Source: an optimization exercise on an open RTL-to-GDS flow (aim: small area). Production flows keep margins and buffers that such runs may drop.
Only simulation tests tie the RTL to the original design; equivalence was not proved.
No activity file was given, so power comes from the tool's default toggle rates.

== old ==
==> flow/design.v (excerpt) <==
module ck16v (
    input  wire              clk,
    input  wire              rst,
    input  wire              tick,
    input  wire [31:0]       enc_pos,
    input  wire              dec_req,
    input  wire              frame_present,
    input  wire [95:0]       fb,
    output wire              dec_ack,
    output wire              result_valid,
    output wire [7:0]        result_code,
    input  wire              cal_req,
    output wire              cal_ack,
    output wire              speed_set_stb,
    output wire [7:0]        speed_set_id,
    output wire [7:0]        speed_set_pct,
    output wire [7:0]        speed_set_dir,
    output wire              angle_set_stb,
    output wire [15:0]       angle_set_angle,
    output wire [7:0]        angle_set_dir,
    output wire              horn_stb,
    output wire [16:0]       horn_ms,
    output wire              light_stb,
    output wire [1:0]        light_ch,
    output wire              light_on,
    input  wire [31:0]       enc_payload,
    input  wire [7:0]        enc_id,
    output wire [95:0]       enc_frame,
    output wire [15:0]       enc_ck,
    output wire              busy,
    output wire              calibrated,
    output wire [1:0]        ctl_state,
    output wire [2:0]        ctl_status,
    output wire [6:0]        act_duty,
    output wire              act_dir
);
Size: roughly 1200 cells after synthesis, roughly 380 I/O pins, ~0.015 mm^2 of cells after synthesis.
clock: 70.0 ns
lec_check: 0
cap_margin: 20
core_margin: 2
core_utilization: 40
cts_buf_list: sky130_fd_sc_hd__clkbuf_8
slew_margin: 20
synth_hierarchical: 1
synth_minimum_keep_size: 0
standard.sh (not shown) runs the stock make flow with config.mk's settings and CLKGATE_MAP_FILE= SYNTH_SCRIPT=/design/flow/synth_recipe.tcl, a recipe that flattens the netlist after the stock synthesis.
==> flow/flow/run.sh <==
#!/bin/bash
set -euo pipefail
bash standard.sh "BUFFER_PORTS_ARGS=-buffer_cell sky130_fd_sc_hd__buf_1" finish > standard_flow.log 2>&1
Modified inputs, new compared to old
--- a/flow/design.v
+++ b/flow/design.v
@@ -209,22 +209,19 @@
     assign light_on        = ~p1[0];
     wire [31:0] e  = enc_pos;
     wire [32:0] es = {e[31], e};
     wire [32:0] d0;
     wire        d0_co;
     ck16v_add #(33, 33, 1) u_d0s (.a(es), .b({x3n[31], x3n}), .ci(~(state[1] & kc)), .s(d0), .co(d0_co));
     wire near2 = (&d0[32:1]) | ~(|d0[32:1]) | (d0 == 33'd2);
-    wire cnt_full = &cnt;
-    wire match  = cnt[6] & near2;
-    wire limit  = match & cnt_full;
     wire [32:0] rng;
     wire        rng_co;
-    ck16v_add #(33, 33, 1) u_rng (.a(es), .b(x2n), .ci(dir), .s(rng), .co(rng_co));
-    wire        glim = state[0] & limit;
-    wire [32:0] rngn = ~rng & {33{glim}};
+    ck16v_add #(33, 33, 1) u_rng (.a(es), .b(x2n), .ci(state[0]), .s(rng), .co(rng_co));
+    wire        cal = idle & cal_req;
+    wire [32:0] rngn = ~rng | {33{cal}};
     wire [31:0] uh;
     wire        uh_co;
     ck16v_add #(32, 32, 1) u_sum (.a(e), .b(rngn[32:1]), .ci(rngn[0]), .s(uh), .co(uh_co));
     wire [36:0] n9;
     wire        n9_co;
     ck16v_add #(32, 32, 0) u_n9 (.a({{2{d0[32]}}, d0[32:3]}), .b(d0[31:0]), .ci(1'b0),
                                  .s(n9[34:3]), .co(n9_co));
@@ -296,16 +293,19 @@
     wire [10:0] wl = w[10:0];
     wire lo_in   = gdir ? (wl >= 11'd1313) : (wl >= 11'd1508);    
     wire hi_in   = gdir ? (wl <= 11'd524)  : (wl <= 11'd719);
     wire below   = w_neg & ~(w_hi1 & lo_in);
     wire above   = ~w_neg & ~(w_hi0 & hi_in);
     wire in_tol  = ~below & ~above;
     wire fault   = ~x2n[32];
+    wire cnt_full = &cnt;
     wire [6:0] cnt_inc = cnt + 7'd1;
+    wire match  = cnt[6] & near2;
     wire sweep  = duty;                  
+    wire limit  = match & cnt_full;
     always @(posedge clk) begin
         if (rst) begin
             state  <= 2'd0;
             status <= 3'd0;
             duty   <= 1'b0;
             dir    <= 1'b0;
         end else if (idle) begin
@@ -336,24 +336,24 @@
                         cnt  <= 7'd0;
                     end else begin
                         cnt <= cnt_inc;
                     end
                 end else if (limit) begin
                     duty <= 1'b0;
                     x2n  <= rngn;
-                    x3n  <= ~uh;
                     if (!dir) begin
                         cnt <= 7'd28;
                     end else begin
+                        x3n    <= ~uh;
                         kc     <= ~rngn[0] & uh[31];
                         state  <= 2'd2;
                         status <= 3'd1;
                     end
                 end else begin
-                    x3n <= ~uh;
+                    x3n <= ~e;
                     cnt <= match ? cnt_inc : 7'd118;
                 end
             end else begin
                 if (!duty && !cnt[6]) begin
                     if (fault || in_tol) begin
                         state  <= 2'd2;
                         status <= fault ? 3'd4 : 3'd2;
--- outcome ---
Diff old -> new: die extent in y went up 1.9 um; area fraction in and, or, nand and nor cells after synthesis went down 0.34 points; met1 usage went up 1.6 points; area added between synthesis and finish held; share of total power in combinational logic went up 2.2 points. Run comparison: old worst setup path category primary input to flip-flop; new worst setup path category primary input to primary output. Both conditions hold for new: the flow ran to the end and the final layout passed the timing, DRC and antenna checks. Per the final summary, old finished and its layout is clean on timing, DRC and antenna. In the reports for new and old, the smaller total iterations of the first detailed-routing run belongs to new. Between new and old, it is new whose clock network power share is lower, by 1.6 points. new vs. old: share of the clock period used by the worst path after layout went down 8.1 points; final hold slack now sits lower; worst setup slack went up by 5660 ps; net switching power figure grew by about 11%. Re final critical path time including I/O delays and setup: old was higher than new.

## afterwards: timing with drivers on the ports
The results above use ideal ports. As a check the final layouts listed here were re-extracted and re-timed, cells and wires unchanged. Step 1, drivers: a clkbuf_16 drives clk and a buf_2 each remaining input, both assumed. Step 2 adds t to the input delays and takes it off the output delays; t is the mean of the earliest and latest rising clock arrival at the registers after step 1. Input paths then give back, and output paths get back, about the clock's delay inside the block. Three values: ideal ports, drivers, drivers and shift; two values: the first two.
| run | t, ns | slack for setup (ns) | hold WS [ns] | worst setup path after step 2 |
|---|---|---|---|---|
| old | 0.424 | 28.304 / 28.304 / 27.880 | 0.516 / 0.516 / 0.516 | input to register |
| new | 0.422 | 33.967 / 33.939 / 33.939 | 0.465 / 0.465 / 0.465 | input to output |
After both steps every run listed still meets setup and hold. For old, which loses most, drivers alone change the setup slack by 0.000 ns; drivers and shift together by -0.424 ns.
